This is an optimization exercise on Yosys and OpenROAD, whose aim is small area and few clock cycles, not a production implementation.
Only simulation tests tie the RTL to the original design; equivalence was not proved.
The clock input has no modelled driver; a real chip could not lean on it and would need a root buffer or a full tree.
Power figures rest on the tool's default switching activity, not on a simulated workload.

==> flow/design.v (excerpt) <==
module gxc16 (
    input  wire         clk,
    input  wire         rst,             
    input  wire         cmd_valid,
    output wire         cmd_ready,
    input  wire [127:0] cmd_word,
    output wire         rsp_valid,
    output wire [1:0]   rsp_status,
    output wire [15:0]  rsp_data,
    output wire [7:0]   rsp_errp,
    output wire         bus_req_valid,
    output wire [1:0]   bus_req_op,      
    output wire [7:0]   bus_req_reg,
    output wire [1:0]   bus_req_len,     
    output wire [15:0]  bus_req_wdata,   
    input  wire         bus_cpl_valid,
    input  wire         bus_cpl_err,
    input  wire [7:0]   bus_cpl_rdata,
    input  wire [7:0]   bus_cpl_errp
);
    localparam [1:0] ST_OK      = 2'd0,
                     ST_ERR_DIR = 2'd1,
                     ST_ERR_ILL = 2'd2,
                     ST_ERR_BUS = 2'd3;
    localparam [3:0] OPC_CFG   = 4'h1,
                     OPC_RD    = 4'h2,
                     OPC_RDPIN = 4'h3,
                     OPC_WR    = 4'h4,
  ...
For scale: ~820 cells after synthesis, about 120 flip-flops, ~0.0071 mm² of cells after synthesis.
==> flow/config.mk <==
export PLATFORM = sky130hd
export DESIGN_NAME = gxc16
export DESIGN_NICKNAME = gxc16
export VERILOG_FILES = /design/flow/design.v
export SDC_FILE = /design/flow/constraint.sdc
export NUM_CORES = 4
export LEC_CHECK = 0
export ABC_AREA = 1
export CAP_MARGIN = 20
export CORE_MARGIN = 2
export CORE_UTILIZATION = 65
export PLACE_DENSITY = 0.75
export SLEW_MARGIN = 20
==> flow/constraint.sdc <==
create_clock -name core_clock -period 10.0 [get_ports {clk}]
set_input_delay 2.0000 -clock core_clock [delete_from_list [all_inputs] [get_ports {clk}]]
set_output_delay 2.0000 -clock core_clock [all_outputs]
set_load 0.01 [all_outputs]
standard.sh (not shown) runs the stock make flow with config.mk's settings and CLKGATE_MAP_FILE= SYNTH_SCRIPT=/design/flow/synth_recipe.tcl, a recipe that flattens the netlist after the stock synthesis.
==> flow/flow/run.sh <==
#!/bin/bash
# The standard ORFS layout (standard.sh), run with a copy of the ORFS
# scripts that differs in three ways:
#  - synthesis maps the logic with an area-only ABC script (flow/abc_area.script,
#    used through ABC_AREA=1); registers are mapped before ABC as usual;
#  - the port buffers use the smallest buffer cell (buf_1);
#  - the clock tree is built by flow/manual_cts.tcl instead of TritonCTS: one
#    root buffer at the clock port's net, one leaf buffer per group of about 14
#    nearby flip-flops, the same two buffer levels to every register.
# Everything else, including timing repair after CTS, is ORFS's own step.
# Each tool's output is in standard.log and orfs/logs/.
set -euo pipefail
here=$(pwd)
rm -rf "$here/scripts_mod"
cp -r "$FLOW_HOME/scripts" "$here/scripts_mod"
cp "$here/flow/abc_area.script" "$here/scripts_mod/abc_area.script"
python3 - "$here/scripts_mod/cts.tcl" "$here/flow/manual_cts.tcl" <<'PY'
import sys
p, m = sys.argv[1], sys.argv[2]
s = open(p).read()
old = "log_cmd clock_tree_synthesis {*}$cts_args\n"
assert s.count(old) == 1
s = s.replace(old, "source {%s}\nmcts_build clk sky130_fd_sc_hd__clkbuf_4 sky130_fd_sc_hd__clkbuf_8 9\nset_propagated_clock [all_clocks]\n" % m)
open(p, "w").write(s)
PY
export BUFFER_PORTS_ARGS="-buffer_cell sky130_fd_sc_hd__buf_1"
bash standard.sh SCRIPTS_DIR="$here/scripts_mod" finish > standard.log 2>&1
Other scripts of this flow, unchanged in this note and not shown: flow/flow/abc_area.script, flow/flow/manual_cts.tcl
The baseline went through all stages and came out clean.
Testbench counts at the start, summed over its fixed seeds: cycles 22,997.
Then changed:
--- a/flow/flow/run.sh
+++ b/flow/flow/run.sh
@@ -7,3 +7,3 @@
 #  - the clock tree is built by flow/manual_cts.tcl instead of TritonCTS: one
-#    root buffer at the clock port's net, one leaf buffer per group of about 14
+#    root buffer at the clock port's net, one leaf buffer per group of about 12
 #    nearby flip-flops, the same two buffer levels to every register.
@@ -22,3 +22,3 @@
 assert s.count(old) == 1
-s = s.replace(old, "source {%s}\nmcts_build clk sky130_fd_sc_hd__clkbuf_4 sky130_fd_sc_hd__clkbuf_8 9\nset_propagated_clock [all_clocks]\n" % m)
+s = s.replace(old, "source {%s}\nmcts_build clk sky130_fd_sc_hd__clkbuf_8 sky130_fd_sc_hd__clkbuf_8 12\nset_propagated_clock [all_clocks]\n" % m)
 open(p, "w").write(s)
CORE_UTILIZATION = 40   (was 65)
PLACE_DENSITY = unset   (was 0.75)
The new run produced a clean layout.
Cell area went up by a few percent.
Routed wire length went up by roughly a tenth.
Maximum frequency went up by a few percent.
Die area went up by well over a third.
Then changed:
CORE_UTILIZATION = 50   (was 40)
GPL_TIMING_DRIVEN = 0   (was unset)
After rerunning: Synthesized cell count stays the same. Power came out higher by about 0.6%. Final area came out higher by 2.7%. Via count came out higher by about 2%. Fmax came out lower by 3.5%. Wire length came out lower by about 3.2%.
Then changed:
CAP_MARGIN = 0   (was 20)
CORE_UTILIZATION = 40   (was 50)
GPL_TIMING_DRIVEN = unset   (was 0)
SLEW_MARGIN = 0   (was 20)
What happened: Power shrinks by about 0.64%; utilization came out lower by 14 points; wire length went up by 3.5%; via count falls by about 2.2%; die area grows by 24%; synthesized cell count is unchanged; maximum frequency rose by 4.4%.
No run of this note takes its clock network from TritonCTS; it comes from the design's own scripts or RTL.

The RTL this note starts from:
==> flow/design.v <==
module gxc16 (
    input  wire         clk,
    input  wire         rst,             
    input  wire         cmd_valid,
    output wire         cmd_ready,
    input  wire [127:0] cmd_word,
    output wire         rsp_valid,
    output wire [1:0]   rsp_status,
    output wire [15:0]  rsp_data,
    output wire [7:0]   rsp_errp,
    output wire         bus_req_valid,
    output wire [1:0]   bus_req_op,      
    output wire [7:0]   bus_req_reg,
    output wire [1:0]   bus_req_len,     
    output wire [15:0]  bus_req_wdata,   
    input  wire         bus_cpl_valid,
    input  wire         bus_cpl_err,
    input  wire [7:0]   bus_cpl_rdata,
    input  wire [7:0]   bus_cpl_errp
);
    localparam [1:0] ST_OK      = 2'd0,
                     ST_ERR_DIR = 2'd1,
                     ST_ERR_ILL = 2'd2,
                     ST_ERR_BUS = 2'd3;
    localparam [3:0] OPC_CFG   = 4'h1,
                     OPC_RD    = 4'h2,
                     OPC_RDPIN = 4'h3,
                     OPC_WR    = 4'h4,
                     OPC_WRPIN = 4'h5;
    reg [15:0] input_mask;
    reg [15:0] direction_mask;
    reg [15:0] active_low_mask;
    reg [15:0] output_cache;
    wire [15:0] output_mask = ~direction_mask;
    reg         req;         
    reg         rsp;         
    reg         m_cfg;       
    reg         m_rd;        
    reg         m_pin;       
    reg  [2:0]  cnt;         
    reg         half;        
    reg         phase;       
    reg         cont;        
    reg  [1:0]  status_q;
    reg  [47:0] dq;
    wire [127:0] w   = cmd_word;
    wire [3:0]   opc = w[127:124];
    wire z_res = ~|w[122:97];
    wire z_a   = ~|w[96:32];
    wire z_b   = ~|w[31:16];
    wire z_c   = ~|w[15:9];
    wire z_d   = ~w[8];
    wire z_e   = ~|w[7:4];
    wire is_cfg   = (opc == OPC_CFG);
    wire is_rd    = (opc == OPC_RD);
    wire is_rdpin = (opc == OPC_RDPIN);
    wire is_wr    = (opc == OPC_WR);
    wire is_wrpin = (opc == OPC_WRPIN);
    wire legal = ~w[123] & z_res &
                 (is_cfg |
                  (is_rd    & z_a & z_b) |
                  (is_rdpin & z_a & z_b & z_c & z_d & z_e) |
                  (is_wr    & z_a) |
                  (is_wrpin & z_a & z_b & z_c & z_e));
    reg [15:0] f_in, f_out, f_pu, f_al, f_rise, f_fall;
    integer p;
    always @(*) begin
        for (p = 0; p < 16; p = p + 1) begin
            f_in[p]   = w[6*p + 0];
            f_out[p]  = w[6*p + 1];
            f_pu[p]   = w[6*p + 2];
            f_al[p]   = w[6*p + 3];
            f_rise[p] = w[6*p + 4];
            f_fall[p] = w[6*p + 5];
        end
    end
    wire        is_pin  = is_rdpin | is_wrpin;
    wire        is_rdc  = is_rd | is_rdpin;
    wire [15:0] pin_bit = 16'd1 << w[3:0];
    wire        pin_out = output_mask[w[3:0]];
    wire        dir_err = (is_rdpin & pin_out) | (is_wrpin & ~pin_out);
    wire [15:0] wsel    = is_wrpin ? pin_bit : (w[31:16] & output_mask);
    wire [15:0] wval    = is_wrpin ? {16{w[8]}} : w[15:0];
    wire [15:0] new_val = (output_cache & ~wsel) | (wval & wsel);
    wire        t_a     = is_pin ? ~w[3] : (is_rd ? |w[7:0]  : |(w[23:16] & output_mask[7:0]));
    wire        t_b     = is_pin ?  w[3] : (is_rd ? |w[15:8] : |(w[31:24] & output_mask[15:8]));
    wire cfg_upd  = legal & is_cfg;
    wire no_txn   = ~legal | dir_err | (is_cfg ? ~w[96] : ~(t_a | t_b));
    wire [15:0] d_a = dq[15:0];
    wire [15:0] d_b = dq[31:16];
    wire [15:0] d_p = dq[47:32];
    wire s_dir = (cnt == 3'b000);
    wire s_ie  = (cnt == 3'b010);
    wire s_dv  = (cnt == 3'b011);
    wire s_cm  = (cnt == 3'b100);
    wire s_pu  = (cnt == 3'b110);
    wire [15:0] cfg_wd = ({16{s_ie | s_cm}} & d_a) | ({16{s_ie}} & d_b) |
                         ({16{s_dv}} & d_a & d_b) |
                         ({16{s_dir}} & direction_mask) | ({16{s_pu}} & d_p);
    wire [7:0] wr_byte = half ? (dq[31:24] ^ active_low_mask[15:8])
                              : (dq[23:16] ^ active_low_mask[7:0]);
    wire [7:0] rd_x   = bus_cpl_rdata ^ (half ? active_low_mask[15:8] : active_low_mask[7:0]);
    wire [7:0] rd_y   = rd_x & (half ? dq[15:8] : dq[7:0]);
    wire       rd_bit = rd_x[dq[2:0]];
    wire cpl  = req & bus_cpl_valid;
    wire acc  = cmd_valid & ~req;
    wire last = m_cfg ? (cnt == 3'b110) : ((~m_rd | phase) & ~cont);
    always @(posedge clk) begin
        if (rst) begin
            req             <= 1'b0;
            rsp             <= 1'b0;
            input_mask      <= 16'h0000;
            direction_mask  <= 16'hFFFF;
            active_low_mask <= 16'h0000;
            output_cache    <= 16'h0000;
        end else begin
            rsp <= 1'b0;
            if (acc) begin
                m_cfg    <= is_cfg;
                m_rd     <= is_rdc;
                m_pin    <= is_rdpin;
                cnt      <= 3'b000;
                phase    <= 1'b0;
                half     <= ~t_a;
                cont     <= t_a & t_b;
                status_q <= ~legal ? ST_ERR_ILL : (dir_err ? ST_ERR_DIR : ST_OK);
                req      <= ~no_txn;
                rsp      <= no_txn;
                if (cfg_upd) begin
                    active_low_mask <= active_low_mask | f_al;
                    input_mask      <= input_mask | f_in;
                    direction_mask  <= direction_mask & ~(f_out & ~f_in);
                end
                if (is_cfg)
                    dq <= {f_in & f_pu, f_in & f_fall, f_in & (f_rise ^ f_fall)};
                else begin
                    dq[15:0]  <= w[15:0] & (input_mask | {16{is_rdpin}});
                    dq[31:16] <= new_val;
                end
            end else if (cpl) begin
                if (bus_cpl_err) begin
                    req        <= 1'b0;
                    rsp        <= 1'b1;
                    status_q   <= ST_ERR_BUS;
                    dq[23:16]  <= bus_cpl_errp;
                end else begin
                    if (m_rd & phase) begin
                        if (m_pin)
                            dq[0] <= rd_bit;
                        else if (half)
                            dq[15:8] <= rd_y;
                        else
                            dq[7:0]  <= rd_y;
                    end
                    if (last) begin
                        req <= 1'b0;
                        rsp <= 1'b1;
                        if (~m_cfg & ~m_rd)
                            output_cache <= dq[31:16];
                    end else if (m_cfg) begin
                        case (cnt)
                            3'b000:  cnt <= 3'b010;
                            3'b010:  cnt <= 3'b011;
                            3'b011:  cnt <= 3'b100;
                            default: cnt <= 3'b110;
                        endcase
                    end else if (m_rd & ~phase) begin
                        phase <= 1'b1;
                    end else begin
                        half  <= 1'b1;
                        phase <= 1'b0;
                        cont  <= 1'b0;
                    end
                end
            end
        end
    end
    assign cmd_ready     = ~req;
    assign rsp_valid     = rsp;
    assign rsp_status    = status_q;
    wire show = m_rd & (status_q == ST_OK);
    assign rsp_data      = {({15{show & ~m_pin}} & dq[15:1]), show & dq[0]} |
                           {16{status_q == ST_ERR_DIR}};
    assign rsp_errp      = dq[23:16];
    assign bus_req_valid = req;
    assign bus_req_op    = {m_rd & phase, m_rd & ~phase};
    assign bus_req_reg   = m_cfg ? {4'h0, cnt, 1'b0} : {7'b0001001, half};
    assign bus_req_len   = {m_cfg, ~m_cfg};
    assign bus_req_wdata = {cfg_wd[15:8], m_cfg ? cfg_wd[7:0] : wr_byte};
endmodule
export LEC_CHECK = 0
export ABC_AREA = 1
export CAP_MARGIN = 20
export CORE_MARGIN = 2
export CORE_UTILIZATION = 40
export CTS_BUF_LIST = sky130_fd_sc_hd__clkbuf_8
export SLEW_MARGIN = 20
create_clock -name core_clock -period 10.0 [get_ports {clk}]
==> flow/flow/run.sh <==
#!/bin/bash
# The standard ORFS layout (standard.sh) with two changes:
#  - synthesis maps the logic with an area-only ABC script (flow/abc_area.script,
#    used through ABC_AREA=1); registers are mapped before ABC as usual;
#  - the port buffers use the smallest buffer cell;
#  - clock tree synthesis inserts no dummy loads.
set -euo pipefail
here=$(pwd)
rm -rf "$here/scripts_mod"
cp -r "$FLOW_HOME/scripts" "$here/scripts_mod"
cp "$here/flow/abc_area.script" "$here/scripts_mod/abc_area.script"
export BUFFER_PORTS_ARGS="-buffer_cell sky130_fd_sc_hd__buf_1"
export CTS_ARGS="-sink_clustering_enable -repair_clock_nets -dont_use_dummy_load -buf_list sky130_fd_sc_hd__clkbuf_8"
bash standard.sh SCRIPTS_DIR="$here/scripts_mod" finish > standard.log 2>&1
==> flow/flow/abc_area.script <==
&get -n
&st
&dc2
&dch -f
&nf -a
&put
strash
&get -n
&dc2
&dch -f
&nf -a
&put
topo
The baseline completed without violations.
Testbench counts at the start, summed over its fixed seeds: cycles 22,997.
Next try:
==> flow/flow/run.sh (replaced) <==
#!/bin/bash
# The standard ORFS layout (standard.sh) with two changes:
#  - synthesis maps the logic with an area-only ABC script (flow/abc_area.script,
#    used through ABC_AREA=1); registers are mapped before ABC as usual;
#  - the port buffers use the smallest buffer cell.
set -euo pipefail
here=$(pwd)
rm -rf "$here/scripts_mod"
cp -r "$FLOW_HOME/scripts" "$here/scripts_mod"
cp "$here/flow/abc_area.script" "$here/scripts_mod/abc_area.script"
export BUFFER_PORTS_ARGS="-buffer_cell sky130_fd_sc_hd__buf_1"
bash standard.sh SCRIPTS_DIR="$here/scripts_mod" finish > standard.log 2>&1
Settings changed: CAP_MARGIN 20 to 0, CTS_BUF_LIST sky130_fd_sc_hd__clkbuf_8 to sky130_fd_sc_hd__clkbuf_4 sky130_fd_sc_hd__clkbuf_8, SLEW_MARGIN 20 to 0.
After rerunning: Clock skew came out lower by 0.019 ns. Routed wire length rose slightly. Core utilization goes up by 1.2 points. Via count rose slightly. Cell area is higher by a few percent. Synthesized cell count stays the same. Combinational power hardly moves. Die area stays the same. Clock power grows by well over a third. Area after synthesis is unchanged.
Next try:
Settings changed: CAP_MARGIN 0 to 20, CTS_BUF_LIST sky130_fd_sc_hd__clkbuf_4 sky130_fd_sc_hd__clkbuf_8 to sky130_fd_sc_hd__clkbuf_8, SLEW_MARGIN 0 to 20.
Clock power fell by a few percent.
Routed wire length fell slightly.
Sequential cell count does not change.
Global-route usage fell by 0.22 points.
Non-clock buffer count is unchanged.
Via count stays flat.
Clock skew is about the same.
Final cell count stays the same.
Cell area barely changes.
Maximum frequency rose by a few percent.
Die area stays the same.

-- what the ideal ports hide --
The results above use ideal ports. As a check the final layouts listed here were re-extracted and re-timed, cells and wires unchanged.
Step 1 (the two cells are an assumption about what drives the block):
set clk [get_ports {clk}]
set_driving_cell -lib_cell sky130_fd_sc_hd__clkbuf_16 $clk
set_driving_cell -lib_cell sky130_fd_sc_hd__buf_2 [delete_from_list [all_inputs] $clk]
Step 2 moves the port delays by t, midway between the first and last clock arrival at a register: inputs arrive t later, outputs are due t later. That takes back most of the time a late clock gives input paths.
a / b / c = ideal / step 1 / step 2; a / b = the first two.
| run | shift t [ns] | setup WS [ns] | worst setup path at the end | worst data-port slew with drivers (ns) | cell pins on the clock port's net |
|---|---|---|---|---|---|
| the first run of note 1 | 0.475 | 4.711 / 4.672 / 5.146 | register to output | 0.04 | 1 |
| the second run of note 1 | 0.485 | 4.893 / 4.851 / 5.336 | register to output | 0.04 | 1 |
| the third run of note 1 | 0.475 | 4.708 / 4.669 / 4.604 | input to register | 0.04 | 1 |
| the fourth run of note 1 | 0.487 | 4.929 / 4.888 / 5.374 | register to output | 0.04 | 1 |
| the first run of note 2 | 0.485 | 5.136 / 5.150 / 4.664 | input to register | 0.05 | 1 |
| the second run of note 2 | 0.504 | 4.894 / 4.854 / 4.582 | input to register | 0.05 | 1 |
| the third run of note 2 | 0.495 | 5.127 / 5.140 / 4.644 | input to register | 0.05 | 1 |
After both steps setup and hold are still met in every run listed. The setup slack of the third run of note 2, which loses most, moves by +0.013 ns with the drivers and by -0.483 ns with both steps.
